This design comes from an exercise in tuning for small area, a short achievable clock period and few clock cycles per item on the open sky130 flow, not from production work.
The RTL was checked by simulation tests, not by an equivalence proof against the original design.
Power and IR drop assume default switching activity.

### design/flow/config.mk
export PLATFORM = sky130hd
export DESIGN_NAME = symbol_alphabet_rom
export DESIGN_NICKNAME = symbol_alphabet_rom
export VERILOG_FILES = /design/flow/design.v
export SDC_FILE = /design/flow/constraint.sdc
export NUM_CORES = 4
export LEC_CHECK = 0
export ABC_AREA = 1
export CAP_MARGIN = 20
export CORE_MARGIN = 2
export CORE_UTILIZATION = 25
export GPL_ROUTABILITY_DRIVEN = 1
export PLACE_DENSITY = 0.5
export SETUP_SLACK_MARGIN = 0.4
export SLEW_MARGIN = 20
### design/flow/constraint.sdc
create_clock -name core_clock -period 24.0 [get_ports {clk}]
set_input_delay 4.8000 -clock core_clock [delete_from_list [all_inputs] [get_ports {clk}]]
set_output_delay 4.8000 -clock core_clock [all_outputs]
set_load 0.01 [all_outputs]
### design/flow/design.v
module alphabet_rom (
    input  wire [5:0] sym_index,   
    output reg  [7:0] sym_char,
    input  wire [7:0] chr,         
    output reg        chr_found,
    output reg  [5:0] chr_index
);
  always @(*) begin
    case (sym_index)
      6'd0 : sym_char = 8'h30;  
      6'd1 : sym_char = 8'h41;  
      6'd2 : sym_char = 8'h42;  
      6'd3 : sym_char = 8'h43;  
      6'd4 : sym_char = 8'h44;  
      6'd5 : sym_char = 8'h32;  
      6'd6 : sym_char = 8'h45;  
      6'd7 : sym_char = 8'h46;  
      6'd8 : sym_char = 8'h47;  
      6'd9 : sym_char = 8'h48;  
      6'd10: sym_char = 8'h34;  
      6'd11: sym_char = 8'h49;  
      6'd12: sym_char = 8'h4A;  
      6'd13: sym_char = 8'h4B;  
      6'd14: sym_char = 8'h4C;  
      6'd15: sym_char = 8'h4D;  
      6'd16: sym_char = 8'h4E;  
      6'd17: sym_char = 8'h36;  
      6'd18: sym_char = 8'h4F;  
      6'd19: sym_char = 8'h50;  
      6'd20: sym_char = 8'h51;  
      6'd21: sym_char = 8'h52;  
      6'd22: sym_char = 8'h53;  
      6'd23: sym_char = 8'h54;  
      6'd24: sym_char = 8'h38;  
      6'd25: sym_char = 8'h55;  
      6'd26: sym_char = 8'h56;  
      6'd27: sym_char = 8'h57;  
      6'd28: sym_char = 8'h58;  
      6'd29: sym_char = 8'h59;  
      6'd30: sym_char = 8'h5A;  
      6'd31: sym_char = 8'h2D;  
      6'd32: sym_char = 8'h31;  
      6'd33: sym_char = 8'h61;  
      6'd34: sym_char = 8'h62;  
      6'd35: sym_char = 8'h63;  
      6'd36: sym_char = 8'h64;  
      6'd37: sym_char = 8'h33;  
      6'd38: sym_char = 8'h65;  
      6'd39: sym_char = 8'h66;  
      6'd40: sym_char = 8'h67;  
      6'd41: sym_char = 8'h68;  
      6'd42: sym_char = 8'h35;  
      6'd43: sym_char = 8'h69;  
      6'd44: sym_char = 8'h6A;  
      6'd45: sym_char = 8'h6B;  
      6'd46: sym_char = 8'h6C;  
      6'd47: sym_char = 8'h6D;  
      6'd48: sym_char = 8'h6E;  
      6'd49: sym_char = 8'h37;  
      6'd50: sym_char = 8'h6F;  
      6'd51: sym_char = 8'h70;  
      6'd52: sym_char = 8'h71;  
      6'd53: sym_char = 8'h72;  
      6'd54: sym_char = 8'h73;  
      6'd55: sym_char = 8'h74;  
      6'd56: sym_char = 8'h39;  
      6'd57: sym_char = 8'h75;  
      6'd58: sym_char = 8'h76;  
      6'd59: sym_char = 8'h77;  
      6'd60: sym_char = 8'h78;  
      6'd61: sym_char = 8'h79;  
      6'd62: sym_char = 8'h7A;  
      6'd63: sym_char = 8'h2E;  
      default: sym_char = 8'h00;
    endcase
  end
  always @(*) begin
    chr_found = 1'b0;
    chr_index = 6'd0;
    case (chr)
      8'h2D: begin chr_found = 1'b1; chr_index = 6'd31; end  
      8'h2E: begin chr_found = 1'b1; chr_index = 6'd63; end  
      8'h30: begin chr_found = 1'b1; chr_index = 6'd0; end  
      8'h31: begin chr_found = 1'b1; chr_index = 6'd32; end  
      8'h32: begin chr_found = 1'b1; chr_index = 6'd5; end  
      8'h33: begin chr_found = 1'b1; chr_index = 6'd37; end  
      8'h34: begin chr_found = 1'b1; chr_index = 6'd10; end  
      8'h35: begin chr_found = 1'b1; chr_index = 6'd42; end  
      8'h36: begin chr_found = 1'b1; chr_index = 6'd17; end  
      8'h37: begin chr_found = 1'b1; chr_index = 6'd49; end  
      8'h38: begin chr_found = 1'b1; chr_index = 6'd24; end  
      8'h39: begin chr_found = 1'b1; chr_index = 6'd56; end  
      8'h41: begin chr_found = 1'b1; chr_index = 6'd1; end  
      8'h42: begin chr_found = 1'b1; chr_index = 6'd2; end  
      8'h43: begin chr_found = 1'b1; chr_index = 6'd3; end  
      8'h44: begin chr_found = 1'b1; chr_index = 6'd4; end  
      8'h45: begin chr_found = 1'b1; chr_index = 6'd6; end  
      8'h46: begin chr_found = 1'b1; chr_index = 6'd7; end  
      8'h47: begin chr_found = 1'b1; chr_index = 6'd8; end  
      8'h48: begin chr_found = 1'b1; chr_index = 6'd9; end  
      8'h49: begin chr_found = 1'b1; chr_index = 6'd11; end  
      8'h4A: begin chr_found = 1'b1; chr_index = 6'd12; end  
      8'h4B: begin chr_found = 1'b1; chr_index = 6'd13; end  
      8'h4C: begin chr_found = 1'b1; chr_index = 6'd14; end  
      8'h4D: begin chr_found = 1'b1; chr_index = 6'd15; end  
      8'h4E: begin chr_found = 1'b1; chr_index = 6'd16; end  
      8'h4F: begin chr_found = 1'b1; chr_index = 6'd18; end  
      8'h50: begin chr_found = 1'b1; chr_index = 6'd19; end  
      8'h51: begin chr_found = 1'b1; chr_index = 6'd20; end  
      8'h52: begin chr_found = 1'b1; chr_index = 6'd21; end  
      8'h53: begin chr_found = 1'b1; chr_index = 6'd22; end  
      8'h54: begin chr_found = 1'b1; chr_index = 6'd23; end  
      8'h55: begin chr_found = 1'b1; chr_index = 6'd25; end  
      8'h56: begin chr_found = 1'b1; chr_index = 6'd26; end  
      8'h57: begin chr_found = 1'b1; chr_index = 6'd27; end  
      8'h58: begin chr_found = 1'b1; chr_index = 6'd28; end  
      8'h59: begin chr_found = 1'b1; chr_index = 6'd29; end  
      8'h5A: begin chr_found = 1'b1; chr_index = 6'd30; end  
      8'h61: begin chr_found = 1'b1; chr_index = 6'd33; end  
      8'h62: begin chr_found = 1'b1; chr_index = 6'd34; end  
      8'h63: begin chr_found = 1'b1; chr_index = 6'd35; end  
      8'h64: begin chr_found = 1'b1; chr_index = 6'd36; end  
      8'h65: begin chr_found = 1'b1; chr_index = 6'd38; end  
      8'h66: begin chr_found = 1'b1; chr_index = 6'd39; end  
      8'h67: begin chr_found = 1'b1; chr_index = 6'd40; end  
      8'h68: begin chr_found = 1'b1; chr_index = 6'd41; end  
      8'h69: begin chr_found = 1'b1; chr_index = 6'd43; end  
      8'h6A: begin chr_found = 1'b1; chr_index = 6'd44; end  
      8'h6B: begin chr_found = 1'b1; chr_index = 6'd45; end  
      8'h6C: begin chr_found = 1'b1; chr_index = 6'd46; end  
      8'h6D: begin chr_found = 1'b1; chr_index = 6'd47; end  
      8'h6E: begin chr_found = 1'b1; chr_index = 6'd48; end  
      8'h6F: begin chr_found = 1'b1; chr_index = 6'd50; end  
      8'h70: begin chr_found = 1'b1; chr_index = 6'd51; end  
      8'h71: begin chr_found = 1'b1; chr_index = 6'd52; end  
      8'h72: begin chr_found = 1'b1; chr_index = 6'd53; end  
      8'h73: begin chr_found = 1'b1; chr_index = 6'd54; end  
      8'h74: begin chr_found = 1'b1; chr_index = 6'd55; end  
      8'h75: begin chr_found = 1'b1; chr_index = 6'd57; end  
      8'h76: begin chr_found = 1'b1; chr_index = 6'd58; end  
      8'h77: begin chr_found = 1'b1; chr_index = 6'd59; end  
      8'h78: begin chr_found = 1'b1; chr_index = 6'd60; end  
      8'h79: begin chr_found = 1'b1; chr_index = 6'd61; end  
      8'h7A: begin chr_found = 1'b1; chr_index = 6'd62; end  
      default: begin chr_found = 1'b0; chr_index = 6'd0; end
    endcase
  end
endmodule
module coord_shift (
    input  wire [58:0] din,
    input  wire [5:0]  sh,
    output reg  [58:0] dout,      
    output reg         st         
);
  integer k;
  always @(*) begin
    dout = din;
    st   = 1'b0;
    for (k = 0; k < 6; k = k + 1) begin
      if (sh[k]) begin
        st   = st | (|(dout & ~({59{1'b1}} << (1 << k))));
        dout = dout >> (1 << k);
      end
    end
  end
endmodule
module coord_tofix_pre (
    input  wire [63:0] d,         
    output wire [58:0] m59,       
    output wire [5:0]  sh         
);
  wire [10:0] ex  = d[62:52];
  wire [11:0] shw = 12'd1033 - {1'b0, ex};
  assign m59 = {ex != 11'd0, d[51:0], 6'd0};
  assign sh  = shw[5:0];
endmodule
module coord_tofix_add (
    input  wire [63:0] d,         
    input  wire        is_y,      
    input  wire [58:0] as,        
    input  wire        ast,       
    output wire [60:0] mg,        
    output wire        neg,       
    output wire        sub,       
    output wire [2:0]  eb         
);
  wire        sgn  = d[63];
  wire [10:0] ex   = d[62:52];
  wire [51:0] fr   = d[51:0];
  wire [11:0] shw  = 12'd1033 - {1'b0, ex};
  wire        huge = shw[11] | (shw[10:6] != 5'd0);   
  wire [58:0] a    = huge ? 59'd0 : as;
  wire        st   = huge ? ((ex != 11'd0) | (fr != 52'd0)) : ast;
  wire [10:0] ec = is_y ? 11'd1029 : 11'd1030;
  wire        ge = (ex > ec) || ((ex == ec) && (fr >= 52'h6800000000000));
  wire le52  = (ex < 11'd1028) || ((ex == 11'd1028) && (fr <= 52'hA000000000000));
  wire le116 = (ex < 11'd1029) || ((ex == 11'd1029) && (fr <= 52'hD000000000000));
  wire le148 = (ex < 11'd1030) || ((ex == 11'd1030) && (fr <= 52'h2800000000000));
  wire le26  = (ex < 11'd1027) || ((ex == 11'd1027) && (fr <= 52'hA000000000000));
  wire le58  = (ex < 11'd1028) || ((ex == 11'd1028) && (fr <= 52'hD000000000000));
  assign eb  = is_y ? {1'b0, le26, le58} : {le52, le116, le148};
  wire [10:0] at  = {1'b0, a[58:49]};
  wire [10:0] ct  = is_y ? 11'd45 : 11'd90;           
  assign neg = sgn & ge;
  assign sub = sgn & !ge;
  assign mg  = {(!sgn ? at + ct : ge ? at - ct : at), a[48:0], st};
endmodule
module coord_tofix_prep (
    input  wire [22:0] mlo,       
    input  wire        is_y,
    output wire [6:0]  sticky,    
    output wire [8:2]  ones,      
    output wire [4:0]  nz         
);
  wire [22:0] low = is_y ? {1'b1, mlo[21:0]} : mlo;
  wire [22:0] lz  = is_y ? {1'b0, mlo[21:0]} : mlo;
  genvar g;
  generate for (g = 0; g < 7; g = g + 1) begin : stk
    assign sticky[g] = |mlo[g:0];
  end endgenerate
  generate for (g = 2; g < 9; g = g + 1) begin : one
    assign ones[g] = &low[22:g];
  end endgenerate
  generate for (g = 0; g < 5; g = g + 1) begin : nzr
    assign nz[g] = |lz[22:g];
  end endgenerate
endmodule
module coord_tofix_round (
    input  wire [60:0] mg,
    input  wire        is_y,
    input  wire        neg,
    input  wire        sub,
    input  wire [2:0]  eb,
    input  wire [6:0]  sticky,    
    input  wire [8:2]  ones,
    input  wire [4:0]  nz,
    output wire [36:0] dvd,       
    output wire        flip       
);
  wire [6:0] top = sub ? {4'd0, eb} : mg[60:54];
  reg rnd, cy, fnz;
  always @(*) begin
    rnd = 1'b0;
    cy  = 1'b0;
    fnz = nz[0];
    if      (top[6]) begin rnd = mg[7] & (mg[8] | sticky[6]); cy = rnd & ones[8]; end
    else if (top[5]) begin rnd = mg[6] & (mg[7] | sticky[5]); cy = rnd & ones[7]; end
    else if (top[4]) begin rnd = mg[5] & (mg[6] | sticky[4]); cy = rnd & ones[6]; end
    else if (top[3]) begin rnd = mg[4] & (mg[5] | sticky[3]); cy = rnd & ones[5]; end
    else if (top[2]) begin rnd = mg[3] & (mg[4] | sticky[2]); cy = rnd & ones[4]; fnz = rnd ? !ones[4] : nz[4]; end
    else if (top[1]) begin rnd = mg[2] & (mg[3] | sticky[1]); cy = rnd & ones[3]; fnz = rnd ? !ones[3] : nz[3]; end
    else if (top[0]) begin rnd = mg[1] & (mg[2] | sticky[0]); cy = rnd & ones[2]; fnz = rnd ? !ones[2] : nz[2]; end
  end
  wire [36:0] x  = is_y ? mg[58:22] : mg[59:23];
  wire        iv = neg | sub;
  wire [37:0] kc = neg ? (38'd90 << 31) + 38'd44 : sub ? (38'd90 << 27) + 38'd45 : 38'd45;
  wire        ci = neg ? !cy : sub ? !(cy | fnz) : cy;
  wire [37:0] w;
  fast_add #(.W(38), .L(6)) u_w (.a({iv, x ^ {37{iv}}}), .b(kc), .ci(ci), .s(w));
  assign dvd  = w[37:1];
  assign flip = neg;
endmodule
module div45_step (
    input  wire [6:0] r,          
    input  wire       b,          
    output wire [6:0] ro,
    output wire       q           
);
  wire [1:0] r1 = r[1:0];
  wire [1:0] r2 = r[3:2];
  wire [2:0] r3 = r[6:4];
  wire q1 = r1[1] | (r1[0] & b);
  wire [1:0] r1o = {(r1[0] & ~b) | (r1[1] & b), (~r1[1] & ~r1[0] & b) | (r1[1] & ~b)};
  wire q2 = r2[1] | (r2[0] & q1);
  wire [1:0] r2o = {(r2[0] & ~q1) | (r2[1] & q1), (~r2[1] & ~r2[0] & q1) | (r2[1] & ~q1)};
  reg  [2:0] r3o;
  reg        q3;
  always @(*) begin
    case ({r3, q2})
      4'd0: begin q3 = 1'b0; r3o = 3'd0; end
      4'd1: begin q3 = 1'b0; r3o = 3'd1; end
      4'd2: begin q3 = 1'b0; r3o = 3'd2; end
      4'd3: begin q3 = 1'b0; r3o = 3'd3; end
      4'd4: begin q3 = 1'b0; r3o = 3'd4; end
      4'd5: begin q3 = 1'b1; r3o = 3'd0; end
      4'd6: begin q3 = 1'b1; r3o = 3'd1; end
      4'd7: begin q3 = 1'b1; r3o = 3'd2; end
      4'd8: begin q3 = 1'b1; r3o = 3'd3; end
      4'd9: begin q3 = 1'b1; r3o = 3'd4; end
      default: begin q3 = 1'b1; r3o = 3'd4; end
    endcase
  end
  assign ro = {r3o, r2o, r1o};
  assign q  = q3;
endmodule
module coord_todeg_sub (
    input  wire [31:0] n,         
    output wire [32:0] c          
);
  wire [5:0]  hi = {n[31], n[31:27]} - 6'd1;
  wire        sg = hi[5];
  assign c = {sg, {hi[4:0], n[26:0]} ^ {32{sg}}};
endmodule
module coord_todeg_mul (
    input  wire [32:0] c,         
    output wire [38:0] a,         
    output wire        s          
);
  assign s = c[32];
  wire [32:0] ci = {1'b0, c[31:0]};                   
  wire [38:0] p0 = {ci, 5'd0};
  wire [38:0] p1 = {2'd0, ci, 3'd0};
  wire [38:0] p2 = {3'd0, ci, 2'd0};
  wire [38:0] p3 = {6'd0, ci};
  wire [38:0] p4 = {33'd0, s, 1'b0, s, s, 1'b0, s};   
  wire [38:0] s1 = p0 ^ p1 ^ p2;
  wire [38:0] c1 = {(p0[37:0] & p1[37:0]) | (p0[37:0] & p2[37:0]) | (p1[37:0] & p2[37:0]), 1'b0};
  wire [38:0] s2 = s1 ^ c1 ^ p3;
  wire [38:0] c2 = {(s1[37:0] & c1[37:0]) | (s1[37:0] & p3[37:0]) | (c1[37:0] & p3[37:0]), 1'b0};
  wire [38:0] s3 = s2 ^ c2 ^ p4;
  wire [38:0] c3 = {(s2[37:0] & c2[37:0]) | (s2[37:0] & p4[37:0]) | (c2[37:0] & p4[37:0]), 1'b0};
  fast_add #(.W(39), .L(6)) u_cpa (.a(s3), .b(c3), .ci(1'b0), .s(a));
endmodule
module coord_todeg_lead (
    input  wire [38:0] a,
    output wire [5:0]  sh,        
    output wire [58:0] rin        
);
  wire [63:0] x = {a, 25'd0};
  wire        v [0:6][0:63];      
  wire [5:0]  z [0:6][0:63];      
  genvar l, j;
  generate
    for (j = 0; j < 64; j = j + 1) begin : lf
      assign v[0][j] = x[63 - j];
      assign z[0][j] = 6'd0;
    end
    for (l = 1; l <= 6; l = l + 1) begin : lv
      for (j = 0; j < (64 >> l); j = j + 1) begin : nd
        assign v[l][j] = v[l-1][2*j] | v[l-1][2*j+1];
        assign z[l][j] = v[l-1][2*j] ? z[l-1][2*j] : (z[l-1][2*j+1] | (6'd1 << (l - 1)));
      end
      for (j = (64 >> l); j < 64; j = j + 1) begin : un
        assign v[l][j] = 1'b0;
        assign z[l][j] = 6'd0;
      end
    end
  endgenerate
  assign sh = v[6][0] ? z[6][0] : 6'd0;
  genvar g;
  generate for (g = 0; g < 39; g = g + 1) begin : rv
    assign rin[58 - g] = a[g];
  end endgenerate
  assign rin[19:0] = 20'd0;
endmodule
module coord_todeg_norm (
    input  wire [38:0] a,
    input  wire        s,
    input  wire        is_y,
    input  wire [5:0]  sh,        
    input  wire [58:0] rout,      
    output wire [63:0] d
);
  wire [38:0] norm;
  genvar g;
  generate for (g = 0; g < 39; g = g + 1) begin : rv
    assign norm[g] = rout[58 - g];
  end endgenerate
  wire [10:0] e = (is_y ? 11'd997 : 11'd998) + 11'd38 - {5'd0, sh};
  assign d = (a == 39'd0) ? 64'd0 : {s, e, norm[37:0], 14'd0};
endmodule
module fast_add #(
    parameter integer W = 32,
    parameter integer L = 5
) (
    input  wire [W-1:0] a,
    input  wire [W-1:0] b,
    input  wire         ci,
    output wire [W-1:0] s
);
  wire [W-1:0] p0 = a ^ b;
  wire [W-1:0] g [0:L];
  wire [W-1:0] p [0:L];
  assign g[0] = (a & b) | {{(W-1){1'b0}}, p0[0] & ci};
  assign p[0] = p0;
  genvar l, i;
  generate for (l = 0; l < L; l = l + 1) begin : lv
    for (i = 0; i < W; i = i + 1) begin : bt
      if ((i >> l) & 1) begin : m
        assign g[l+1][i] = g[l][i] | (p[l][i] & g[l][((i >> l) << l) - 1]);
        assign p[l+1][i] = p[l][i] & p[l][((i >> l) << l) - 1];
      end else begin : k
        assign g[l+1][i] = g[l][i];
        assign p[l+1][i] = p[l][i];
      end
    end
  end endgenerate
  assign s = p0 ^ {g[L][W-2:0], ci};
endmodule
module symbol_alphabet_rom (
    input  wire        clk,
    input  wire        rst,
    input  wire        cmd_valid,
    output wire        cmd_ready,
    input  wire [3:0]  cmd_op,
    input  wire [63:0] cmd_opa,
    input  wire [63:0] cmd_opb,
    input  wire        si_valid,
    input  wire        si_end,
    input  wire [7:0]  si_char,
    output wire        si_ready,
    input  wire        pi_valid,
    input  wire        pi_end,
    input  wire [63:0] pi_lon,
    input  wire [63:0] pi_lat,
    output wire        pi_ready,
    output wire        so_valid,
    output wire [7:0]  so_char,
    input  wire        so_ready,
    output wire        po_valid,
    output wire [63:0] po_x,
    output wire [63:0] po_y,
    input  wire        po_ready,
    output wire        busy,
    output wire        done,
    output wire [1:0]  err,
    output wire        resv,
    output wire [63:0] res,
    output wire [31:0] ax,
    output wire [31:0] ay,
    output wire        axis
);
  localparam [3:0] OP_NOP    = 4'd0,  OP_SYMOF  = 4'd1,  OP_IDXOF  = 4'd2,  OP_RDNUM  = 4'd3,
                   OP_DECNUM = 4'd4,  OP_WRNUM  = 4'd5,  OP_TOFIXX = 4'd6,  OP_TOFIXY = 4'd7,
                   OP_TODEGX = 4'd8,  OP_TODEGY = 4'd9,  OP_ACLR   = 4'd10, OP_AADD   = 4'd11,
                   OP_ALOAD  = 4'd12, OP_ADIFF  = 4'd13, OP_DECODE = 4'd14, OP_ENCODE = 4'd15;
  localparam [1:0] TIER_SMALL = 2'd0, TIER_MEDIUM = 2'd1, TIER_FULL = 2'd2, TIER_RAW = 2'd3;
  localparam [1:0] TD_NONE = 2'd0, TD_X = 2'd1, TD_Y = 2'd2, TD_RES = 2'd3;
  localparam integer DSTEP = 12;
  reg        busy_r;
  reg        idle_r;        
  reg        first;         
  reg        second;        
  reg [3:0]  op;
  reg [63:0] opr;           
  reg [31:0] acc_x;
  reg [31:0] acc_y;
  reg        axis_r;
  reg        axis_bn;       
  reg [63:0] res_r;
  reg        resv_r;
  reg        done_r;
  reg        err_r;
  wire accept = cmd_valid && !busy_r && (cmd_op != OP_NOP);
  reg  op_rd, op_dn, op_dec, op_enc, op_wr, op_fix, op_read, op_acc, op_sub, op_bacc;
  reg  [8:0]  f0;           
  reg         f0v;
  reg         endin;        
  reg         endq;         
  reg  [2:0]  scnt;         
  reg  [1:0]  tier;
  reg         innum;        
  reg         cmp;          
  reg         cx, cy;       
  reg  [32:0] tin;          
  reg  [38:0] ta;
  reg         ts, ty;
  reg  [1:0]  tdst;
  reg         po_v;
  reg  [63:0] po_xr, po_yr;
  reg  [1:0]  fph;          
  reg  [1:0]  pfs;          
  reg         pcons;        
  reg         va, ya;       
  reg  [60:0] mg;
  reg         vm, ym, nm, sm;   
  reg  [2:0]  ebm;
  reg  [6:0]  stm;
  reg  [8:2]  onm;
  reg  [4:0]  nzm;
  reg         dv, dy, dneg;
  reg  [1:0]  dc;
  reg  [35:0] dq;           
  reg  [6:0]  dr;
  reg  [31:0] fq;           
  reg         vfq;
  reg         wsel;         
  reg         wsel_n;       
  reg  [29:0] osr;           
  reg  [29:0] nw;           
  reg  [2:0]  nwl;
  reg         nwv;
  reg  [2:0]  ocnt;
  reg  [7:0]  ochr;
  wire [7:0] rom_char;
  wire       rev_found;
  wire [5:0] rev_index;
  reg  [5:0] rom_idx;
  alphabet_rom u_rom (
      .sym_index (rom_idx),
      .sym_char  (rom_char),
      .chr       (op_read ? f0[7:0] : opr[7:0]),
      .chr_found (rev_found),
      .chr_index (rev_index)
  );
  wire [7:0] rom_char2;
  wire       rom2_f;
  wire [5:0] rom2_i;
  alphabet_rom u_rom2 (
      .sym_index (nw[29:24]),
      .sym_char  (rom_char2),
      .chr       (8'd0),
      .chr_found (rom2_f),
      .chr_index (rom2_i)
  );
  wire apply_now = cmp && (!op_dec || (axis_r ? !cy && (!cx || conv_x) : !cx && (!cy || conv_y)));
  wire s2_go     = busy_r && op_read && f0v && !endq && (!cmp || apply_now);
  wire h_end     = f0[8];
  wire s2_sym    = s2_go && !h_end && rev_found;
  reg  [31:0] payload;
  always @(*) begin
    case (tier)
      TIER_SMALL:  payload = {{21{~osr[10]}}, ~osr[10], osr[9:0]};
      TIER_MEDIUM: payload = {{16{~osr[15]}}, ~osr[15], osr[14:0]};
      TIER_FULL:   payload = {4'd0, osr[27:0]};
      default:     payload = {2'd0, osr};
    endcase
  end
  wire enc_load = op_enc && !first && !nwv && vfq;           
  wire wr_load  = op_wr && first;
  wire nw_take  = nwv && ((ocnt == 3'd0) || ((ocnt == 3'd1) && so_ready));
  wire        bsel = op_dec && (tier != TIER_FULL);
  wire        bx   = op_bacc && !opr[0] || bsel && axis_bn;
  wire        by   = op_bacc && opr[0] || bsel && !axis_bn;
  wire [31:0] amux = ({32{op_fix}} & fq) | ({32{op_acc}} & opr[63:32]) | ({32{op_read}} & payload);
  wire [31:0] bmux = ({32{bx}} & acc_x) | ({32{by}} & acc_y);
  wire        inv  = op_sub;
  wire [31:0] sum;
  fast_add #(.W(32), .L(5)) u_add (.a(amux), .b(bmux ^ {32{inv}}), .ci(inv), .s(sum));
  wire [31:0] ea = fq;
  wire [31:0] eb = wsel_n ? acc_x : acc_y;
  wire [31:0] ed;
  fast_add #(.W(32), .L(5)) u_esub (.a(ea), .b(~eb), .ci(1'b1), .s(ed));
  wire [29:0] word_e, word_w;
  wire [2:0]  wlen_e, wlen_w;
  num_word u_we (.d(ed),  .a(ea),         .word(word_e), .len(wlen_e));
  num_word u_ww (.d(opr[31:0]), .a(opr[63:32]), .word(word_w), .len(wlen_w));
  wire [29:0] word = op_wr ? word_w : word_e;
  wire [2:0]  wlen = op_wr ? wlen_w : wlen_e;
  wire        oload  = nw_take;
  wire        oshift = (ocnt != 3'd0) && so_ready;
  always @(*) begin
    if (busy_r && op == OP_SYMOF) rom_idx = opr[5:0];
    else                          rom_idx = osr[23:18];
  end
  wire conv_x = cx && !po_v;
  wire conv_y = cy && !cx && !po_v;
  wire conv_r = busy_r && second && (op == OP_TODEGX || op == OP_TODEGY);
  wire [38:0] t_a;
  wire        t_s;
  wire [32:0] t_c;
  coord_todeg_sub u_tsub (
      .n (op_dec ? sum : opr[31:0]),
      .c (t_c)
  );
  coord_todeg_mul u_tmul (
      .c (tin),
      .a (t_a),
      .s (t_s)
  );
  wire [58:0] f_m59;
  wire [5:0]  f_sh;
  coord_tofix_pre u_fpre (
      .d   (opr),
      .m59 (f_m59),
      .sh  (f_sh)
  );
  wire [5:0]  t_sh;
  wire [58:0] t_rin;
  coord_todeg_lead u_tlead (
      .a   (ta),
      .sh  (t_sh),
      .rin (t_rin)
  );
  wire [58:0] s_out;
  wire        s_st;
  coord_shift u_shift (
      .din  (f_m59),
      .sh   (f_sh),
      .dout (s_out),
      .st   (s_st)
  );
  wire [58:0] t_out;
  wire        t_st;
  coord_shift u_tshift (
      .din  (t_rin),
      .sh   (t_sh),
      .dout (t_out),
      .st   (t_st)
  );
  wire [63:0] deg;
  coord_todeg_norm u_tnorm (
      .a    (ta),
      .s    (ts),
      .is_y (ty),
      .sh   (t_sh),
      .rout (t_out),
      .d    (deg)
  );
  wire [60:0] f_mg;
  wire        f_neg, f_sub;
  wire [2:0]  f_eb;
  coord_tofix_add u_fadd (
      .d    (opr),
      .is_y (ya),
      .as   (s_out),
      .ast  (s_st),
      .mg   (f_mg),
      .neg  (f_neg),
      .sub  (f_sub),
      .eb   (f_eb)
  );
  wire [6:0]  f_st;
  wire [8:2]  f_on;
  wire [4:0]  f_nz;
  coord_tofix_prep u_fprep (
      .mlo    (f_mg[22:0]),
      .is_y   (ya),
      .sticky (f_st),
      .ones   (f_on),
      .nz     (f_nz)
  );
  wire [36:0] f_dvd;
  wire        f_flip;
  coord_tofix_round u_fround (
      .mg   (mg),
      .is_y (ym),
      .neg  (nm),
      .sub  (sm),
      .eb   (ebm),
      .sticky (stm),
      .ones (onm),
      .nz   (nzm),
      .dvd  (f_dvd),
      .flip (f_flip)
  );
  wire [6:0]  dr_s [0:DSTEP];
  wire [35:0] dq_s [0:DSTEP];
  assign dr_s[0] = dr;
  assign dq_s[0] = dq;
  genvar g;
  generate for (g = 0; g < DSTEP; g = g + 1) begin : dstep
    wire q;
    div45_step u_step (.r(dr_s[g]), .b(dq_s[g][35]), .ro(dr_s[g+1]), .q(q));
    assign dq_s[g+1] = {dq_s[g][34:0], q};
  end endgenerate
  wire        dlast   = dv && (dc == 2'd2);
  wire        dout_ok = !vfq || enc_load;
  wire        dfree   = !dv || (dlast && dout_ok);
  wire        takem   = vm && dfree;
  wire        takea   = va && !vm;
  wire        canA    = !va || takea;
  assign cmd_ready = idle_r;
  assign busy      = busy_r;
  assign done      = done_r;
  assign err       = {1'b0, err_r};
  assign resv      = resv_r;
  assign res       = res_r;
  assign ax        = acc_x;
  assign ay        = acc_y;
  assign axis      = axis_r;
  assign si_ready  = !idle_r && op_read && !endin &&
                     (op_dec ? (!f0v || s2_go) : (!f0v && !cmp && (scnt != 3'd0 || !op_rd)));
  assign pi_ready  = !idle_r && op_enc && (pcons || (fph == 2'd1 && canA) || fph == 2'd2);
  assign so_valid  = (ocnt != 3'd0);
  assign so_char   = ochr;
  assign po_valid  = po_v;
  assign po_x      = po_xr;
  assign po_y      = po_yr;
  reg fin;
  always @(*) begin
    fin = 1'b0;
    if (busy_r) begin
      case (op)
        OP_RDNUM, OP_DECNUM: fin = apply_now || (s2_go && h_end);
        OP_DECODE:           fin = endq && !cmp && !cx && !cy && (tdst == TD_NONE) && (!po_v || po_ready);
        OP_ENCODE:           fin = (fph == 2'd3) && !va && !vm && !dv && !vfq && !nwv &&
                                   ((ocnt == 3'd0) || (ocnt == 3'd1 && so_ready));
        OP_WRNUM:            fin = !first && ocnt == 3'd1 && so_ready;
        OP_SYMOF:            fin = second;
        OP_TOFIXX, OP_TOFIXY: fin = vfq;
        OP_TODEGX, OP_TODEGY: fin = (tdst == TD_RES);
        default:             fin = first;
      endcase
    end
  end
  wire pf_go = busy_r && !first && !op_enc && !op_fix && cmd_valid && (cmd_op == OP_ENCODE) &&
               pi_valid && !pi_end && (pfs != 2'd2);
  wire [63:0] opr_cmd = {((cmd_op == OP_WRNUM) || (cmd_op == OP_AADD) || (cmd_op == OP_ALOAD) ||
                          (cmd_op == OP_ADIFF)) ? cmd_opb[31:0] : cmd_opa[63:32], cmd_opa[31:0]};
  always @(posedge clk) begin
    if (!busy_r && !va)
      opr <= opr_cmd;
    else if ((op_enc && !pcons && fph == 2'd0 || pf_go && pfs == 2'd0) && canA)
      opr <= pi_lon;
    else if ((op_enc && fph == 2'd1 || pf_go && pfs == 2'd1) && canA)
      opr <= pi_lat;
    if (si_valid && si_ready) f0 <= {si_end, si_char};
    if (s2_sym) begin
      osr <= {osr[23:0], rev_index};
      if (!op_rd && scnt == 3'd0)
        tier <= (rev_index[5:4] == 2'b11) ? TIER_FULL : rev_index[5] ? TIER_MEDIUM : TIER_SMALL;
    end
    if (busy_r && first) begin
      osr  <= 30'd0;
      tier <= TIER_RAW;
    end
    if (busy_r && first && (op == OP_TODEGX || op == OP_TODEGY)) tin <= t_c;
    else if (apply_now && op_dec)                                tin <= t_c;
    if (conv_x || conv_y || conv_r) begin
      ta <= t_a;
      ts <= t_s;
      ty <= conv_y || (!conv_x && op == OP_TODEGY);
    end
    if (tdst == TD_X) po_xr <= deg;
    if (tdst == TD_Y) po_yr <= deg;
    if (takea) begin
      mg  <= f_mg;
      ym  <= ya;
      nm  <= f_neg;
      sm  <= f_sub;
      ebm <= f_eb;
      stm <= f_st;
      onm <= f_on;
      nzm <= f_nz;
    end
    if (takem) begin
      dq   <= f_dvd[35:0];
      dr   <= {6'd0, f_dvd[36]};
      dy   <= ym;
      dneg <= f_flip;
    end else if (dv && dc != 2'd2) begin
      dq <= dq_s[DSTEP];
      dr <= dr_s[DSTEP];
    end
    if (dlast && dout_ok) begin
      fq <= dq_s[DSTEP][31:0] ^ {dneg, 31'd0};
    end
    if (enc_load || wr_load) begin
      nw  <= word;
      nwl <= wlen;
    end
    if (oload) begin
      osr  <= nw;
      ochr <= rom_char2;
    end else if (oshift) begin
      osr  <= {osr[23:0], 6'd0};
      ochr <= rom_char;
    end else if (busy_r && first && op == OP_SYMOF) begin
      ochr <= rom_char;
    end
  end
  always @(posedge clk) begin
    if (rst) begin
      busy_r <= 1'b0;
      idle_r <= 1'b1;
      first  <= 1'b0;
      second <= 1'b0;
      op     <= OP_NOP;
      op_rd  <= 1'b0;
      op_dn  <= 1'b0;
      op_dec <= 1'b0;
      op_enc <= 1'b0;
      op_wr  <= 1'b0;
      op_fix <= 1'b0;
      op_read <= 1'b0;
      op_acc <= 1'b0;
      op_sub <= 1'b0;
      op_bacc <= 1'b0;
      acc_x  <= 32'd0;
      acc_y  <= 32'd0;
      axis_r <= 1'b0;
      axis_bn <= 1'b1;
      res_r  <= 64'd0;
      resv_r <= 1'b0;
      done_r <= 1'b0;
      err_r  <= 1'b0;
      f0v    <= 1'b0;
      endin  <= 1'b0;
      endq   <= 1'b0;
      scnt   <= 3'd0;
      innum  <= 1'b0;
      cmp    <= 1'b0;
      cx     <= 1'b0;
      cy     <= 1'b0;
      tdst   <= TD_NONE;
      po_v   <= 1'b0;
      fph    <= 2'd0;
      pcons  <= 1'b0;
      wsel   <= 1'b0;
      wsel_n <= 1'b1;
      ocnt   <= 3'd0;
      nwv    <= 1'b0;
    end else begin
      first  <= accept;
      second <= first && !accept;
      if (accept) begin
        busy_r <= 1'b1;
        idle_r <= 1'b0;
        op     <= cmd_op;
        op_rd  <= (cmd_op == OP_RDNUM);
        op_dn  <= (cmd_op == OP_DECNUM);
        op_dec <= (cmd_op == OP_DECODE);
        op_enc <= (cmd_op == OP_ENCODE);
        op_wr  <= (cmd_op == OP_WRNUM);
        op_fix <= (cmd_op == OP_TOFIXX) || (cmd_op == OP_TOFIXY);
        op_read <= (cmd_op == OP_RDNUM) || (cmd_op == OP_DECNUM) || (cmd_op == OP_DECODE);
        op_acc <= (cmd_op == OP_AADD) || (cmd_op == OP_ALOAD) || (cmd_op == OP_ADIFF);
        op_sub <= (cmd_op == OP_ADIFF);
        op_bacc <= (cmd_op == OP_AADD) || (cmd_op == OP_ADIFF);
        done_r <= 1'b0;
        err_r  <= 1'b0;
        resv_r <= 1'b0;
        f0v    <= 1'b0;
        endin  <= 1'b0;
        endq   <= 1'b0;
        innum  <= 1'b0;
        scnt   <= (cmd_op == OP_RDNUM) ? cmd_opa[2:0] : 3'd0;
        cmp    <= 1'b0;
        fph    <= (pfs == 2'd1) ? 2'd1 : 2'd0;
        pcons  <= (pfs == 2'd2);
        wsel   <= 1'b0;
        wsel_n <= 1'b1;
        if (cmd_op == OP_DECODE || cmd_op == OP_ENCODE)
          axis_r <= 1'b0;
        if (cmd_op == OP_DECODE || cmd_op == OP_ENCODE)
          axis_bn <= 1'b1;
      end else if (busy_r) begin
        if (first) begin
          if (op_dec || op_enc || op == OP_ACLR) begin
            acc_x <= 32'd0;
            acc_y <= 32'd0;
          end
          if (op_rd && scnt == 3'd0) cmp <= 1'b1;    
          case (op)
            OP_IDXOF: begin res_r <= {58'd0, rev_index}; resv_r <= rev_found; end
            OP_AADD, OP_ALOAD: begin
              res_r  <= {32'd0, sum};
              resv_r <= 1'b1;
              if (opr[0]) acc_y <= sum; else acc_x <= sum;
            end
            OP_ADIFF: begin res_r <= {32'd0, sum}; resv_r <= 1'b1; end
            default: ;
          endcase
        end
        if (second && op == OP_SYMOF) begin
          res_r  <= {56'd0, ochr};
          resv_r <= 1'b1;
        end
        if (second && op_wr) res_r <= {61'd0, nwl};
        if (si_valid && si_ready) begin
          f0v <= 1'b1;
          if (si_end) endin <= 1'b1;
        end else if (s2_go) begin
          f0v <= 1'b0;
        end
        if (s2_go) begin
          if (h_end) begin
            endq  <= 1'b1;
            err_r <= op_dec ? innum : 1'b1;
          end else if (!rev_found) begin
            innum <= 1'b1;
          end else begin
            innum <= 1'b1;
            if (op_rd || scnt != 3'd0) begin
              scnt <= scnt - 3'd1;
              if (scnt == 3'd1) begin
                cmp   <= 1'b1;
                innum <= 1'b0;
              end
            end else begin
              scnt <= (rev_index[5:4] == 2'b11) ? 3'd4 : rev_index[5] ? 3'd2 : 3'd1;
            end
          end
        end
        if (apply_now) begin
          cmp <= 1'b0;
          if (op_dec) begin
            if (axis_r) begin acc_y <= sum; cy <= 1'b1; end
            else        begin acc_x <= sum; cx <= 1'b1; end
            axis_r <= !axis_r;
            axis_bn <= axis_r;
          end else begin
            res_r  <= {30'd0, op_dn ? tier : 2'd0, sum};
            resv_r <= 1'b1;
          end
        end
        if (conv_x) cx <= 1'b0;
        if (conv_y) cy <= 1'b0;
        tdst <= conv_x ? TD_X : conv_y ? TD_Y : conv_r ? TD_RES : TD_NONE;
        if (tdst == TD_Y) po_v <= 1'b1;
        if (po_v && po_ready) po_v <= 1'b0;
        if (tdst == TD_RES) begin
          res_r  <= deg;
          resv_r <= 1'b1;
        end
        if (op_enc && pcons && pi_valid) pcons <= 1'b0;
        if (op_enc && !pcons) begin
          case (fph)
            2'd0: if (canA && pi_valid) fph <= pi_end ? 2'd2 : 2'd1;
            2'd1: if (canA && pi_valid) fph <= 2'd0;
            2'd2: if (pi_valid) fph <= 2'd3;
            default: ;
          endcase
        end
        if (enc_load) begin
          if (wsel) acc_y <= fq;
          else      acc_x <= fq;
          wsel <= !wsel;
          wsel_n <= wsel;
        end
        if (enc_load || wr_load) nwv <= 1'b1;
        else if (nw_take)        nwv <= 1'b0;
        if (oload)       ocnt <= nwl;
        else if (oshift) ocnt <= ocnt - 3'd1;
        if (op_fix && vfq) begin
          res_r  <= {32'd0, sum};
          resv_r <= 1'b1;
        end
        if (fin) begin
          busy_r <= 1'b0;
          idle_r <= 1'b1;
          done_r <= 1'b1;
          if (op_wr) resv_r <= 1'b1;
        end
      end
    end
  end
  wire ld_lon = (busy_r && op_enc && !pcons && fph == 2'd0 && pi_valid && !pi_end ||
                 pf_go && pfs == 2'd0) && canA;
  wire ld_lat = (busy_r && op_enc && fph == 2'd1 && pi_valid || pf_go && pfs == 2'd1) && canA;
  wire ld_fix = accept && ((cmd_op == OP_TOFIXX) || (cmd_op == OP_TOFIXY));
  wire use_fq = busy_r && (enc_load || op_fix && vfq);
  always @(posedge clk) begin
    if (rst) begin
      pfs <= 2'd0;
      va  <= 1'b0;
      ya  <= 1'b0;
      vm  <= 1'b0;
      dv  <= 1'b0;
      dc  <= 2'd0;
      vfq <= 1'b0;
    end else begin
      if (accept)
        pfs <= 2'd0;
      else if (pf_go && canA)
        pfs <= pfs + 2'd1;
      if (ld_lon || ld_lat || ld_fix) va <= 1'b1;
      else if (takea)                 va <= 1'b0;
      if (ld_lat)      ya <= 1'b1;
      else if (ld_lon) ya <= 1'b0;
      else if (ld_fix) ya <= cmd_op[0];
      if (takea)      vm <= 1'b1;
      else if (takem) vm <= 1'b0;
      if (takem) begin
        dv <= 1'b1;
        dc <= 2'd0;
      end else if (dv && dc != 2'd2) begin
        dc <= dc + 2'd1;
      end else if (dlast && dout_ok) begin
        dv <= 1'b0;
      end
      if (dlast && dout_ok) vfq <= 1'b1;
      else if (use_fq)      vfq <= 1'b0;
    end
  end
endmodule
module num_word (
    input  wire [31:0] d,
    input  wire [31:0] a,
    output wire [29:0] word,
    output wire [2:0]  len
);
  wire is_sm = (d[31:10] == 22'd0) || (d[31:10] == {22{1'b1}});
  wire is_md = (d[31:15] == 17'd0) || (d[31:15] == {17{1'b1}});
  assign word = is_sm ? {1'b0, ~d[10], d[9:0], 18'd0} :
                is_md ? {2'b10, ~d[15], d[14:0], 12'd0} :
                        {2'b11, a[27:0]};
  assign len  = is_sm ? 3'd2 : is_md ? 3'd3 : 3'd5;
endmodule
### design/flow/run.sh
#!/bin/bash
# synth_recipe.tcl (not shown) runs the flow's synth.tcl, then flattens the netlist and writes it again
# the make line also repeats each setting of config.mk as NAME=value (left out here)
make -C /OpenROAD-flow-scripts/flow DESIGN_CONFIG=/design/flow/config.mk WORK_HOME=/design/flow/orfs CLKGATE_MAP_FILE= SYNTH_SCRIPT=/design/flow/synth_recipe.tcl finish
==> results of run 1 <==
-- registers in the layout, summed over array words and instances (netlist names), 9 cells and up --
name and cells:
acc_x 32, mg 48, acc_y 32, osr 30
tin 33, fq 32, dq 36, opr 64
f0 9, nw 29, res_r 64, po_yr 50
ta 39, po_xr 50
-- kinds of logic (layout without fill, tap and decap cells) --
family,count (synthesis),after routing
adder cells (fa/ha/maj),292,292
multiplexers,83,83
flip-flops,654,654
buffers and inverters,1089,1462
AO/OA/AOI/OAI,1661,1661
other,1,35
AND/OR/NAND/NOR,2393,2393
XOR/XNOR,182,182
-- through the flow --
stage / cells / utilization / area, sq um / setup slack, ns
after floorplan: 6384 / - / 48600 / 15.17
after global placement: 9136 / 0.290 / 55900 / 15.97
after detailed placement: 9136 / 0.290 / 55900 / 16.22
after CTS: 9282 / 0.305 / 58800 / 15.88
after global routing: 9285 / 0.305 / 58800 / 15.81
final: 9288 / 0.305 / 58800 / 15.98
-- how the worst max path moves through the flow --
| stage | start | end | slack (ns) | cells after the start |
|---|---|---|---|---|
| floorplan | cmd_op[0] | opr[0] | 15.17 | 10 |
| global placement | cmd_op[2] | opr[54] | 15.97 | 11 |
| detailed placement | so_ready | osr[25] | 16.22 | 12 |
| CTS | busy_r | si_ready | 15.88 | 7 |
| global route | busy_r | si_ready | 15.81 | 7 |
| finish | busy_r | si_ready | 15.98 | 7 |
-- layout by cell type (no fill, tap or decap), types with 25 or more instances in the layout --
cell type / n
a21oi_1: 428
a22oi_1: 39
a31oi_1: 45
buf_4: 78
clkbuf_16: 79
clkdlybuf4s50_1: 488
conb_1: 30
dfxtp_1: 195
edfxtp_1: 457
fa_1: 77
ha_1: 215
inv_1: 698
inv_2: 36
mux2i_1: 83
nand2_1: 1424
nand2_2: 56
nand3_1: 251
nand4_1: 56
nor2_1: 394
nor3_1: 59
nor4_1: 35
o211ai_1: 130
o21ai_0: 652
o21ai_1: 28
o221ai_1: 81
o22ai_1: 102
o31ai_1: 25
or2_2: 37
xnor2_1: 37
xor2_1: 143
-- cell type report --
type | count | area (sq um)
antenna | 5 | 12.5
clock buffer | 95 | 2080
clock inverter | 51 | 778
fill | 20500 | 134000
inverter | 749 | 2820
multi-input combinational | 4641 | 26800
sequential | 654 | 17700
tap | 2526 | 3160
timing repair buffer | 567 | 5500
-- power groups by stage --
stage | registers [W] | clock network, W | logic, W
2_1_floorplan | 0.00146 | 0 | 0.00224
3_3_place_gp | 0.00152 | 0 | 0.00302
3_5_place_dp | 0.00152 | 0 | 0.00307
4_1_cts | 0.00150 | 0.00138 | 0.00309
5_1_grt | 0.00150 | 0.00141 | 0.00346
6_report | 0.00150 | 0.00135 | 0.00310
-- metal layers --
layer  vias to the layer above  track usage
li1                      22400            -
met5                         -            0
met1                     22400        0.251
met3                       335       0.0314
met2                      1606        0.361
met4                         6       0.0923
==> impl_metrics.toml, run 1 <==
[yosys]
ys_seq_area_frac = 0.364
synth.distinct_cells = 79
yosys_register_bits = 654
synth_compound_area_frac = 0.201
synthArstFlopShare = 0
avgSynthCellArea_sq_um = 7.64
synth_ff_type = "edfxtp_1"
synth_top_family_by_area = "simple AND/OR/NAND/NOR gates"
syn-cell-area_sq_um = 48500
synthSimpleGateAreaFrac = 0.210
synth_most_common_cell = "nand2_1"
syn_inst = 6355
synthTopCellsByArea = "edfxtp_1, nand2_1, dfxtp_1"
synth_mux_area_frac = 0.0171
synth_adder_area_share = 0.0872
yosys_warnings = 9
synth_top_area_share = 0.283
synth_edf_count = 457
synth_xor_area_frac = 0.0330
yosys.area.top_type = "edfxtp_1"
synth_commonest_cells = "nand2_1, inv_1, o21ai_0"

[grt]
track_usage = 0.207
grt_pass1_wl_um = 305000
grt_antenna_before_repair = 18
grt_max_degree = 88
grt_pass1_vias = 44800
grt-ovfl-total = 0

[clock_tree]
clockBufferDepth = 3
insertion_delay_ns = 0.72
cts_sinks = 654
post_cts_buffers = 0
clk_pin_slew_ns = 0.06
cts_made_buffers = 78
ctsHtreeMaxLevel = 3
hold_buffers = 0
cts_tree = "built"
post_cts_resize_count = 0
cts_root_buf = "clkbuf_16"

[sta]
tns_ns = 0
report.final.slew_viol_count = 0
worst_hold_slack_ns = 0.439
min_period_ns = 8.02
finalSetupViolCount = 0
worst_pin_slew_ns = 1.14
slew_headroom = 0.237
finalHoldViolations = 0
fin_crit_sh = 0.334
fin_skew_ns = 0.0348
rsz0062_at_grt = "false"
fmax_ghz = 0.125

[routing]
vias = 46800
highest_layer = "met5"
wl_met3_um = 12100
totalWireLength_um = 211000
vias_per_cell = 5.04
antenna_left = 0
dr.pass1.iters = 6
route.met2.wl_um = 103000
drtIter0Drc = 4266
met1_length_um = 86200
wl_per_cell_um = 22.8
drc = 0

[setup_path]
crit_buf_inv = 3
worstReg2RegStart = "tier[1]"
cp-start-kind = "register"
r2r_end = "tin[7]"
critical-path-top-delay-family = "buffers and inverters"
crit_path_end_kind = "primary output"
r2r_cells = 41
cp_slowest_stage_delay_ns = 0.80
path_cells = "inv_4 > nor4_1 > o21ai_0 > inv_1 > nor2_1 > nor4_1 > clkdlybuf4s50_1"
cp.required_ns = 19.20
cp_slowest_cell = "dfxtp_4"
r2r_slack_ns = 16.44
path_class = "register to primary output"
cp_common_cell = "nor4_1"
path_max_fanout = 55
crit_arrival_ns = 3.22

[power]
ir_drop_v = 0.000302
pwr-share-seq = 0.252
p_int_w = 0.00312
switchingPower_w = 0.00282
leakage_nw = 23.7
power_w = 0.00594
p_sw_frac = 0.475
power_density_nw_per_um2 = 101
clockPowerShare = 0.227
combPwrFrac = 0.521

[floorplanning]
die_h_um = 445
dieArea_sq_um = 198000
die_w_um = 445
std_cell_rows = 161
coreArea_sq_um = 193000
start_util = 0.252
io_pins = 552

[placement]
io_buffers = 489
hpwlAfterDp_um = 168000
routabilityCongestion = 0.921

[job]
drv_cap = 0

[hold_path]
hold_path_end = "fq[19]"
hold_depth = 0
hp-start = "dq[7]"
hold_class = "register to register"

[cells_and_area]
area.growth.synth_to_final_pct = 21.2
drive_above_1_share = 0.0639
layout.nets = 7260

[status]
status = "finished clean"
Testbench counts, summed over its fixed seeds: cycles 12,516, items 1,954.
==> inputs of run 2 (changes only) <==
--- a/design/flow/design.v
+++ b/design/flow/design.v
@@ -440,3 +440,2 @@
   reg        busy_r;
-  reg        idle_r;        
   reg        first;         
@@ -662,3 +661,3 @@
   wire        canA    = !va || takea;
-  assign cmd_ready = idle_r;
+  assign cmd_ready = !busy_r;
   assign busy      = busy_r;
@@ -671,5 +670,5 @@
   assign axis      = axis_r;
-  assign si_ready  = !idle_r && op_read && !endin &&
+  assign si_ready  = busy_r && op_read && !endin &&
                      (op_dec ? (!f0v || s2_go) : (!f0v && !cmp && (scnt != 3'd0 || !op_rd)));
-  assign pi_ready  = !idle_r && op_enc && (pcons || (fph == 2'd1 && canA) || fph == 2'd2);
+  assign pi_ready  = busy_r && op_enc && (pcons || (fph == 2'd1 && canA) || fph == 2'd2);
   assign so_valid  = (ocnt != 3'd0);
@@ -765,3 +764,2 @@
       busy_r <= 1'b0;
-      idle_r <= 1'b1;
       first  <= 1'b0;
@@ -808,3 +806,2 @@
         busy_r <= 1'b1;
-        idle_r <= 1'b0;
         op     <= cmd_op;
@@ -931,3 +928,2 @@
           busy_r <= 1'b0;
-          idle_r <= 1'b1;
           done_r <= 1'b1;
==> impl_metrics.toml, run 2 <==
[yosys]
synth_ff_type = "edfxtp_1"
synth.distinct_cells = 74
synth_adder_area_share = 0.0875
yosys_register_bits = 653
synth_edf_count = 457
synth_xor_area_frac = 0.0340
synthArstFlopShare = 0
ys_seq_area_frac = 0.365
yosys_warnings = 9
avgSynthCellArea_sq_um = 7.58
synth_most_common_cell = "nand2_1"
syn_inst = 6381
synthSimpleGateAreaFrac = 0.207
synthTopCellsByArea = "edfxtp_1, nand2_1, dfxtp_1"
yosys.area.top_type = "edfxtp_1"
synth_compound_area_frac = 0.203
synth_top_area_share = 0.284
syn-cell-area_sq_um = 48400
synth_commonest_cells = "nand2_1, o21ai_0, inv_1"
synth_top_family_by_area = "simple AND/OR/NAND/NOR gates"
synth_mux_area_frac = 0.0131

[grt]
grt-ovfl-total = 0
grt_antenna_before_repair = 6
grt_max_degree = 123
track_usage = 0.207
grt_pass1_vias = 44400
grt_pass1_wl_um = 304000

[sta]
slew_headroom = 0.188
report.final.slew_viol_count = 0
worst_pin_slew_ns = 1.21
min_period_ns = 8.14
tns_ns = 0
fmax_ghz = 0.123
finalSetupViolCount = 0
finalHoldViolations = 0
fin_skew_ns = 0.0342
rsz0062_at_grt = "false"
fin_crit_sh = 0.339

[status]
status = "finished clean"

[cells_and_area]
reg.largest.list = "opr: 64 flops, res_r: 64 flops"
layout.nets = 7290
layout_common_cells = "nand2_1, o21ai_0, inv_1"
drive_above_1_share = 0.0587
final_common_cell = "nand2_1"
area.growth.synth_to_final_pct = 20.8

[power]
leakage_nw = 23.8
power_density_nw_per_um2 = 99.0
power_w = 0.00579
ir_drop_v = 0.000319

[clock_tree]
cts_made_buffers = 78
post_cts_resize_count = 0
cts_sinks = 653
clk_pin_slew_ns = 0.06
cts_tree = "built"
post_cts_buffers = 0
ctsHtreeMaxLevel = 3
insertion_delay_ns = 0.71
hold_buffers = 0
clockBufferDepth = 3
cts_root_buf = "clkbuf_16"

[floorplanning]
die_w_um = 444
start_util = 0.252
std_cell_rows = 161
io_pins = 552
dieArea_sq_um = 197000
die_h_um = 444
coreArea_sq_um = 192000

[routing]
drtIter0Drc = 4139
wl_per_cell_um = 22.8
drc = 0
totalWireLength_um = 212000
antenna_left = 0
dr.pass1.iters = 6
vias = 47000
vias_per_cell = 5.05

[setup_path]
cp.required_ns = 24.31
cp_slowest_stage_delay_ns = 0.67
path_max_fanout = 66
path_cells = "clkdlybuf4s50_1 > nand2_1 > inv_1 > nand3_1 > nor4_1 > nand2_1 > inv_1 > nand2_1 > nand2_2 > buf_4 > inv_2 > buf_4 > o2111ai_4 > buf_4"
crit_arrival_ns = 8.45
path_class = "input port to register"
cp_slowest_cell = "buf_4"
cp-start-kind = "input port"
crit_path_end_kind = "register"

[placement]
io_buffers = 489
routabilityCongestion = 0.945
hpwlAfterDp_um = 168000

[job]
drv_cap = 0

[hold_path]
hold_class = "register to register"
## run 2: changes by cell type after synthesis, sizes merged, moves of 10 or more
cell	before	now
nor2	420	439
a22oi	39	24
o211ai	130	117
a21oi	441	356
inv	735	745
nand3	269	255
xor2	144	154
o21ai	692	816
mux2i	83	62
## run 2: layout make-up
| type | count | area, sq um |
|---|---|---|
| diodes | 4 | 10.0 |
| clock inverters | 43 | 420 |
| fillers | 20700 | 134000 |
| well taps | 2526 | 3160 |
| flip-flops and latches | 653 | 17700 |
| multi-input cells | 4652 | 26600 |
| inverters | 760 | 2860 |
| repair buffers | 576 | 5560 |
| clock buffers | 98 | 2160 |
## run 2: where the power goes
part	internal (W)	total, W	switching, W
clock network	0.000708	0.00122	0.000512
logic	0.000927	0.00306	0.00214
registers	0.00140	0.00150	0.000102
## run 2: final timing paths
kind | from | endpoint | slack, ns | depth (start not counted)
setup / recovery | cmd_op[1] | opr[54] | 15.86 | 14
hold reg to reg | dq[7] | fq[19] | 0.45 | 0
setup reg to reg | tier[1] | tin[0] | 15.93 | 40
hold / removal | dq[7] | fq[19] | 0.45 | 0
## run 2: cell families (layout without fill, tap and decap cells)
family,count (synthesis),after routing
AO/OA/AOI/OAI,1694,1694
XOR/XNOR,187,187
adder cells (fa/ha/maj),292,292
buffers and inverters,1105,1477
flip-flops,653,653
multiplexers,63,63
other,1,34
AND/OR/NAND/NOR,2386,2386
## run 2: per-stage QoR
stage	setup WS (ns)	hold slack, ns	cells	utilization	instance area (sq um)
2_1_floorplan	15.08	0.427	6410	-	48500
3_3_place_gp	15.24	0.438	9167	0.290	55800
3_5_place_dp	15.19	0.435	9167	0.290	55800
4_1_cts	15.94	0.449	9308	0.304	58400
5_1_grt	15.22	0.452	9309	0.304	58400
6_report	15.86	0.449	9312	0.304	58400
## run 2: critical path: cells and delay by family
family | cells | cell delay [ns]
buffers and inverters | 7 | 2.44
and+or+nand+nor | 6 | 0.88
AOI/OAI and AO/OA | 1 | 0.15
## run 2: metal layers
layer  GRT usage  part of all wire
met3      0.0297             0.060
met1       0.256              0.41
met4      0.0963             0.051
met2       0.356              0.48
met5           0           0.00025
Testbench counts of run 2, summed over its fixed seeds: cycles 12,516, items 1,954.
==> inputs of run 3 (changes only) <==
--- a/design/flow/design.v
+++ b/design/flow/design.v
@@ -7,71 +7,4 @@
 );
-  always @(*) begin
-    case (sym_index)
-      6'd0 : sym_char = 8'h30;  
-      6'd1 : sym_char = 8'h41;  
-      6'd2 : sym_char = 8'h42;  
-      6'd3 : sym_char = 8'h43;  
-      6'd4 : sym_char = 8'h44;  
-      6'd5 : sym_char = 8'h32;  
-      6'd6 : sym_char = 8'h45;  
-      6'd7 : sym_char = 8'h46;  
-      6'd8 : sym_char = 8'h47;  
-      6'd9 : sym_char = 8'h48;  
-      6'd10: sym_char = 8'h34;  
-      6'd11: sym_char = 8'h49;  
-      6'd12: sym_char = 8'h4A;  
-      6'd13: sym_char = 8'h4B;  
-      6'd14: sym_char = 8'h4C;  
-      6'd15: sym_char = 8'h4D;  
-      6'd16: sym_char = 8'h4E;  
-      6'd17: sym_char = 8'h36;  
-      6'd18: sym_char = 8'h4F;  
-      6'd19: sym_char = 8'h50;  
-      6'd20: sym_char = 8'h51;  
-      6'd21: sym_char = 8'h52;  
-      6'd22: sym_char = 8'h53;  
-      6'd23: sym_char = 8'h54;  
-      6'd24: sym_char = 8'h38;  
-      6'd25: sym_char = 8'h55;  
-      6'd26: sym_char = 8'h56;  
-      6'd27: sym_char = 8'h57;  
-      6'd28: sym_char = 8'h58;  
-      6'd29: sym_char = 8'h59;  
-      6'd30: sym_char = 8'h5A;  
-      6'd31: sym_char = 8'h2D;  
-      6'd32: sym_char = 8'h31;  
-      6'd33: sym_char = 8'h61;  
-      6'd34: sym_char = 8'h62;  
-      6'd35: sym_char = 8'h63;  
-      6'd36: sym_char = 8'h64;  
-      6'd37: sym_char = 8'h33;  
-      6'd38: sym_char = 8'h65;  
-      6'd39: sym_char = 8'h66;  
-      6'd40: sym_char = 8'h67;  
-      6'd41: sym_char = 8'h68;  
-      6'd42: sym_char = 8'h35;  
-      6'd43: sym_char = 8'h69;  
-      6'd44: sym_char = 8'h6A;  
-      6'd45: sym_char = 8'h6B;  
-      6'd46: sym_char = 8'h6C;  
-      6'd47: sym_char = 8'h6D;  
-      6'd48: sym_char = 8'h6E;  
-      6'd49: sym_char = 8'h37;  
-      6'd50: sym_char = 8'h6F;  
-      6'd51: sym_char = 8'h70;  
-      6'd52: sym_char = 8'h71;  
-      6'd53: sym_char = 8'h72;  
-      6'd54: sym_char = 8'h73;  
-      6'd55: sym_char = 8'h74;  
-      6'd56: sym_char = 8'h39;  
-      6'd57: sym_char = 8'h75;  
-      6'd58: sym_char = 8'h76;  
-      6'd59: sym_char = 8'h77;  
-      6'd60: sym_char = 8'h78;  
-      6'd61: sym_char = 8'h79;  
-      6'd62: sym_char = 8'h7A;  
-      6'd63: sym_char = 8'h2E;  
-      default: sym_char = 8'h00;
-    endcase
-  end
+  wire [511:0] rom_tbl = 512'h2E7A79787776753974737271706F376E6D6C6B6A6935686766653364636261312D5A59585756553854535251504F364E4D4C4B4A493448474645324443424130;
+  always @(*) sym_char = rom_tbl[{sym_index, 3'b000} +: 8];
   always @(*) begin
==> impl_metrics.toml, run 3 <==
[power]
power_density_nw_per_um2 = 105
power_w = 0.00605
ir_drop_v = 0.000260
leakage_nw = 23.7

[sta]
worst_pin_slew_ns = 1.12
fin_skew_ns = 0.0414
finalSetupViolCount = 0
fmax_ghz = 0.119
slew_headroom = 0.254
tns_ns = 0
report.final.slew_viol_count = 0
min_period_ns = 8.41
fin_crit_sh = 0.351
finalHoldViolations = 0
rsz0062_at_grt = "false"
worst_hold_slack_ns = 0.456
finalWorstSetupSlack_ns = 15.59

[yosys]
synthArstFlopShare = 0
yosys_register_bits = 646
syn_inst = 6262
synth.distinct_cells = 76
synth_commonest_cells = "nand2_1, o21ai_0, inv_1"
yosys_warnings = 9
yosys.area.top_type = "edfxtp_1"
avgSynthCellArea_sq_um = 7.61
synth_edf_count = 457
synthTopCellsByArea = "edfxtp_1, nand2_1, dfxtp_1"
synth_ff_type = "edfxtp_1"
ys_seq_area_frac = 0.367
synth_top_area_share = 0.288
syn-cell-area_sq_um = 47700
synth_most_common_cell = "nand2_1"

[setup_path]
path_max_fanout = 32
path_cells = "clkdlybuf4s50_1 > nand3_1 > nand2_1 > nand2_1 > inv_1 > buf_4 > nand2_1 > o21ai_0 > buf_4 > inv_1 > ha_1 > nor2_1 > o22ai_1 > a2111oi_0 > a31oi_1"
crit_arrival_ns = 8.86
cp_slowest_cell = "inv_1"
critical-path-top-delay-family = "buffers and inverters"
cp_common_cell = "nand2_1"
path_class = "input port to register"
crit_path_end_kind = "register"
crit_buf_inv = 5
cp-start-kind = "input port"
cp_slowest_stage_delay_ns = 0.63
cp.required_ns = 24.45

[routing]
totalWireLength_um = 206000
vias = 45900
drc = 0
wl_per_cell_um = 22.4
drtIter0Drc = 3658
dr.pass1.iters = 6
antenna_left = 0
vias_per_cell = 5.00

[floorplanning]
std_cell_rows = 160
die_w_um = 441
io_pins = 552
coreArea_sq_um = 190000
start_util = 0.251
die_h_um = 441
dieArea_sq_um = 194000

[cells_and_area]
drive_above_1_share = 0.0625
layout_common_cells = "nand2_1, o21ai_0, inv_1"
stdcell_area_sq_um = 57700
area.growth.synth_to_final_pct = 21.1
reg.largest.list = "opr: 64 flops, res_r: 64 flops"
final_common_cell = "nand2_1"
layout.nets = 7172

[clock_tree]
clockBufferDepth = 3
post_cts_buffers = 0
post_cts_resize_count = 0
cts_tree = "built"
insertion_delay_ns = 0.72
cts_sinks = 646
cts_made_buffers = 77
clk_pin_slew_ns = 0.06
ctsHtreeMaxLevel = 3
cts_root_buf = "clkbuf_16"
hold_buffers = 0

[placement]
pre_cts_slack_ns = 14.91
io_buffers = 489
hpwlAfterDp_um = 163000
placed_cell_area_sq_um = 55100
routabilityCongestion = 0.956

[job]
drv_cap = 0

[status]
status = "finished clean"

[grt]
grt_pass1_vias = 43800
grt-ovfl-total = 0
grt_pass1_wl_um = 296000
track_usage = 0.205
grt_antenna_before_repair = 9
grt_max_degree = 104

[hold_path]
hold_class = "register to register"
## run 3: cell count changes after synthesis, moves of 12 or more
cell      change
nor2_1       -18
a21oi_1      -30
o21ai_0      -32
a221oi_1     +12
inv_1        +15
nand3_1      -62
inv_2        +15
## run 3: worst paths after layout
check,startpoint,to,slack (ns),depth (start not counted)
max,so_ready,ochr[0],15.59,15
min,dq[4],fq[16],0.46,0
max reg2reg,opr[0],tin[15],15.87,41
min reg2reg,dq[4],fq[16],0.46,0
## run 3: power by group
part / leakage [nW] / switching (W) / internal, W
sequential: 5.75 / 0.0000930 / 0.00138
clock: 1.26 / 0.000513 / 0.000713
combinational: 16.7 / 0.00234 / 0.00102
## run 3: final cells by class
cell class	count	area [sq um]
Clock inverter	42	434
Clock buffer	100	2160
Sequential cell	646	17500
Fill cell	20500	132000
Tap cell	2511	3140
Timing Repair Buffer	571	5510
Inverter	784	2950
Multi-Input combinational cell	4526	26000
Antenna cell	1	2.50
## run 3: per-stage QoR
step	utilization	cells
after floorplan	-	6291
after global placement	0.290	9037
after detailed placement	0.291	9038
after CTS	0.304	9180
after global routing	0.304	9181
final	0.304	9181
## run 3: cell families (layout without fill, tap and decap cells)
kind of cell	count (synthesis)	in the layout	synth area share
simple gates	2316	2316	0.203
compound gates	1641	1641	0.202
buf+inv	1119	1497	0.0913
flops	646	646	0.367
fa+ha+maj	289	289	0.0880
xor+xnor	181	181	0.0332
mux	69	69	0.0145
other cells	1	31	0.0000787
## run 3: layer usage
layer  part of all wire  up-vias  wire [um]  track usage
met1               0.40    21900      83000        0.249
met5            0.00018        -         38            0
met4              0.047        6       9610       0.0878
met2               0.49     1600     101000        0.361
li1                   -    22000          -            -
met3              0.058      333      12000       0.0282
Testbench counts of run 3, summed over its fixed seeds: cycles 12,516, items 1,954.

-- afterwards: timing with drivers on the ports --
How much do the figures lean on ideal ports? The routed layouts below were timed once more, with nothing changed but the port constraints. Step 1 assumes that a clkbuf_16 drives the clock port and a buf_2 every other input. Step 2 moves the port delays by t, midway between the first and last clock arrival at a register: inputs arrive t later, outputs are due t later. That takes back most of the time a late clock gives input paths. a / b / c = ideal / step 1 / step 2; a / b = the first two.
run	shift t [ns]	setup slack, ns	hold WS [ns]
run 1	0.792	15.982 / 15.893 / 16.159	0.439 / 0.439 / 0.439
run 2	0.776	15.862 / 15.922 / 15.145	0.449 / 0.449 / 0.449
run 3	0.782	15.585 / 15.641 / 14.859	0.456 / 0.456 / 0.456
After both steps every run listed still meets setup and hold. For run 3, which loses most, drivers alone change the setup slack by +0.056 ns; drivers and shift together by -0.726 ns.
